Context: an optimization exercise on an open-source flow, tuned for small area, a short achievable clock period and few clock cycles. The choices shown serve that exercise and are no tape-out recipe. In this exercise RTL edits were held to simulation tests only and were not proved equivalent to the original. Power figures rest on the tool's default switching activity, not on a simulated workload.

== v6 ==
==> flow/design.v (excerpt) <==
module musicbytes_synth (
    input  wire        clk,
    input  wire        rst,
    input  wire        note_valid,
    output wire        note_ready,
    input  wire [7:0]  note_tempo,
    input  wire [3:0]  note_dur,
    input  wire [7:0]  note_vol,
    input  wire [21:0] note_freq,
    output wire        out_valid,
    input  wire        out_ready,
    output wire [15:0] out_sample
);
clock: 12.0 ns
lec_check: 0
abc_area: 1
cap_margin: 20
core_margin: 2
core_utilization: 30
slew_margin: 20
synth_memory_max_bits: 16384
standard.sh (not shown) runs the stock make flow with config.mk's settings and CLKGATE_MAP_FILE= SYNTH_SCRIPT=/design/flow/synth_recipe.tcl, a recipe that flattens the netlist after the stock synthesis.
==> flow/flow/run.sh <==
#!/bin/bash
# The standard layout (the standard.sh: standard synthesis, floorplan, place, CTS,
# route, finish) with two changes to how it is made:
#  - the setup repair steps are asked to keep 8.5 ns of slack at the design's 12 ns clock,
#    so that they size up the longest paths;
#  - the port buffers that placement inserts on every input and output are buf_2 cells.
# The constraints (constraint.sdc, clock period 12 ns) are unchanged.
# make's full output goes to flow_make.log here; each ORFS step logs under orfs/logs.
set -euo pipefail
bash standard.sh SETUP_SLACK_MARGIN=8.5 "BUFFER_PORTS_ARGS=-buffer_cell sky130_fd_sc_hd__buf_2" finish > flow_make.log 2>&1
Testbench counts of v6, summed over its fixed seeds: cycles 1,809,065.
Here is what was changed in the inputs of v7 compared with v6.
--- a/flow/design.v
+++ b/flow/design.v
@@ -14,26 +14,27 @@
     localparam [2:0] S_IDLE  = 3'd0,    
                      S_PREP  = 3'd1,    
                      S_DIV1A = 3'd2,    
                      S_DIV1B = 3'd3,    
                      S_DIV2  = 3'd4,    
                      S_LAST  = 3'd5,    
-                     S_RUN   = 3'd6;    
+                     S_RUN   = 3'd6,    
+                     S_DN    = 3'd7;    
     localparam [17:0] X_BASE = 18'd165375;
     reg [2:0]  state;
     reg [4:0]  k;
     reg [17:0] e;            
     reg [18:0] q;            
     reg [17:0] dreg;         
     reg [11:0] dph;
     reg [11:0] ph;
     reg        c;
     reg [17:0] cnt;          
     reg [7:0]  vol;
     reg [9:0]  addr;         
-    reg        a10, sa, va;
+    reg        sa, va;
     reg [14:0] mag;
     reg        sr, vr;
     reg [15:0] ma, mb;       
     reg        mc, sm, vm;
     reg [15:0] outq;
     reg        ov;
@@ -45,27 +46,31 @@
     wire stall   = ov & ~out_ready;
     wire drained = ~va & ~vr & ~vm & ~ov;
     wire [3:0]  cp_in = (note_dur >= 4'd9) ? 5'd17 - note_dur : 4'd8 - note_dur;
     wire [7:0]  tm    = dreg[7:0];
     wire [7:0]  bpm   = (tm < 8'd120) ? tm + 8'd120 :
                         (tm < 8'd240) ? tm : tm - 8'd120;
+    wire        dn_st  = (state == S_DN);
     wire        bit_in = div1a ? X_BASE[k] : div2 & dreg[17];
-    wire [18:0] t_run  = {1'b0, e} + {1'b0, dreg};
-    wire [18:0] t      = run ? t_run : {e, bit_in};
+    wire [18:0] s_add  = {1'b0, e} + {1'b0, dreg};
+    wire [18:0] a_op   = (run | dn_st) ? {1'b0, e} : {e, bit_in};
     wire [17:0] op_b   = div1 ? {10'd0, dreg[7:0]} : q[18:1];
-    wire        cin_u  = div1 | ~q[0];
-    wire [19:0] u      = {1'b0, t} + {2'b11, ~op_b} + {19'd0, cin_u};
+    wire [19:0] b_op   = run ? {q[18], q} : {2'b11, ~op_b};
+    wire        cin_u  = ~run & (div1 | ~q[0]);
+    wire [19:0] u      = {1'b0, a_op} + b_op + {19'd0, cin_u};
     wire        ge     = ~u[19];
-    wire [17:0] e_nx   = ge ? u[17:0] : t[17:0];
-    reg         lastq;
-    wire        pre_last = (cnt == {16'd0, ~q[0], q[0]});
+    wire [17:0] e_nx   = ge ? u[17:0] : a_op[17:0];
+    wire [17:0] e_run  = ge ? u[17:0] : s_add[17:0];
+    reg         lastq, rbq;
+    wire        pre_last = (cnt == {16'd0, ~rbq, rbq});
     wire        to_div2 = (div1a & (k == 5'd0) & (cnt[3:0] == 4'd0)) |
                           ((state == S_DIV1B) & (cnt[3:0] == 4'd1));
     wire [14:0] table_q;
     sine_table u_table (.a(addr), .q(table_q));
-    wire [10:0] addr_nx = ph[10] ? (11'd1024 - {1'b0, ph[9:0]}) : {1'b0, ph[9:0]};
+    wire        ph_zero = (ph[9:0] == 10'd0);
+    wire [9:0]  addr_nx = ph[10] ? (ph_zero ? 10'h3ff : 10'd0 - ph[9:0]) : ph[9:0];
     wire ms1 = (mag[6] & vol[0]) ^ (mag[5] & vol[1]);
     wire mc2 = (mag[6] & vol[0]) & (mag[5] & vol[1]);
     wire ms3 = (mag[7] & vol[0]) ^ (mag[6] & vol[1]) ^ (mag[5] & vol[2]);
     wire mc4 = ((mag[7] & vol[0]) & (mag[6] & vol[1])) | ((mag[5] & vol[2]) & ((mag[7] & vol[0]) ^ (mag[6] & vol[1])));
     wire ms5 = (mag[4] & vol[3]) ^ (mag[3] & vol[4]) ^ (mag[2] & vol[5]);
     wire mc6 = ((mag[4] & vol[3]) & (mag[3] & vol[4])) | ((mag[2] & vol[5]) & ((mag[4] & vol[3]) ^ (mag[3] & vol[4])));
@@ -285,13 +290,14 @@
             end
             case (state)
                 S_IDLE:  if (note_valid) state <= S_PREP;
                 S_PREP:  state <= S_DIV1A;
                 S_DIV1A: if (k == 5'd0) state <= to_div2 ? S_DIV2 : S_DIV1B;
                 S_DIV1B: if (to_div2) state <= S_DIV2;
-                S_DIV2:  if (k == 5'd0) state <= S_LAST;
+                S_DIV2:  if (k == 5'd0) state <= S_DN;
+                S_DN:    state <= S_LAST;
                 S_LAST:  if (nr && note_valid) state <= S_RUN;
                 S_RUN:   if (!stall && lastq) state <= S_IDLE;
                 default: state <= S_IDLE;
             endcase
         end
     end
@@ -321,35 +327,39 @@
             S_DIV2: begin
                 e                <= e_nx;
                 dph              <= {dph[10:0], ge};
                 {dreg, cnt[3:0]} <= {dreg[16:0], cnt[3:0], 1'b0};
                 k                <= k - 5'd1;
             end
-            S_LAST: begin
+            S_DN: begin
+                q     <= u[18:0];
                 cnt   <= q[18:1];
+                rbq   <= q[0];
                 lastq <= 1'b0;
                 dreg  <= e;
                 ph    <= 12'd0;
                 c     <= 1'b0;
+            end
+            S_LAST: begin
                 if (nr) vol <= note_vol;
             end
             S_RUN: begin
                 if (!stall) begin
                     ph  <= ph + dph + {11'd0, c};
-                    e   <= e_nx;
+                    e   <= e_run;
                     c   <= ge;
                     cnt <= cnt - 18'd1;
                     lastq <= pre_last;
                 end
             end
             default: ;
         endcase
         if (!stall) begin
-            {a10, addr} <= addr_nx;
+            addr <= addr_nx;
             sa   <= ph[11];
-            mag  <= table_q | {15{a10}};
+            mag  <= table_q;
             sr   <= sa;
             ma   <= mrow_a[23:8];
             mb   <= mrow_b[23:8];
             mc   <= low_sum[8];
             sm   <= sr;
             outq <= out_val;
==> comparison <==
Looking at sum of routed wire length over all layers, v7 sits 1.3% below v6. Delta (v7 minus v6): summed instance area of the synthesized netlist rose by 440 sq um, met3 track utilization from global routing stayed essentially flat, number of nets in the synthesized netlist rose by 59, multiplexer fraction of the synthesized cell area stayed essentially flat, routed metal-1 wirelength rose by 1600 microns. Changes observed in v7 relative to v6: area growth from synthesis to final layout saw a decrease, net switching power of the design saw a decrease, sequential share of layout area saw little to no change, routing usage on met1 saw a decrease. | per-instance average area after synthesis | v7 vs v6 | ≈ equal |.
Testbench counts of v7, summed over its fixed seeds: cycles 1,809,113.

static timing again, ports no longer ideal:
No port has a modelled driver above. Below, the same layouts with a new extraction and two added sets of constraints. Step 1 assumes that a clkbuf_16 drives the clock port and a buf_2 every other input. Step 2 adds t to the input delays and takes it off the output delays; t is the mean of the earliest and latest rising clock arrival at the registers after step 1. Input paths then give back, and output paths get back, about the clock's delay inside the block. Slacks: no drivers / after step 1 / after step 2; pairs: no drivers / after step 1.
run	shift t [ns]	setup WS [ns]	hold WS [ns]	latest minus earliest clock arrival (ns)	slew at the worst register clock pin (ns)
v6	0.526	8.352 / 8.352 / 8.125	0.434 / 0.434 / 0.434	0.022 / 0.022	0.09 / 0.09
v7	0.525	8.364 / 8.364 / 8.100	0.422 / 0.422 / 0.422	0.022 / 0.022	0.09 / 0.09
After both steps every run listed still meets setup and hold. The setup slack of v7, which loses most, moves by 0.000 ns with the drivers and by -0.264 ns with both steps.
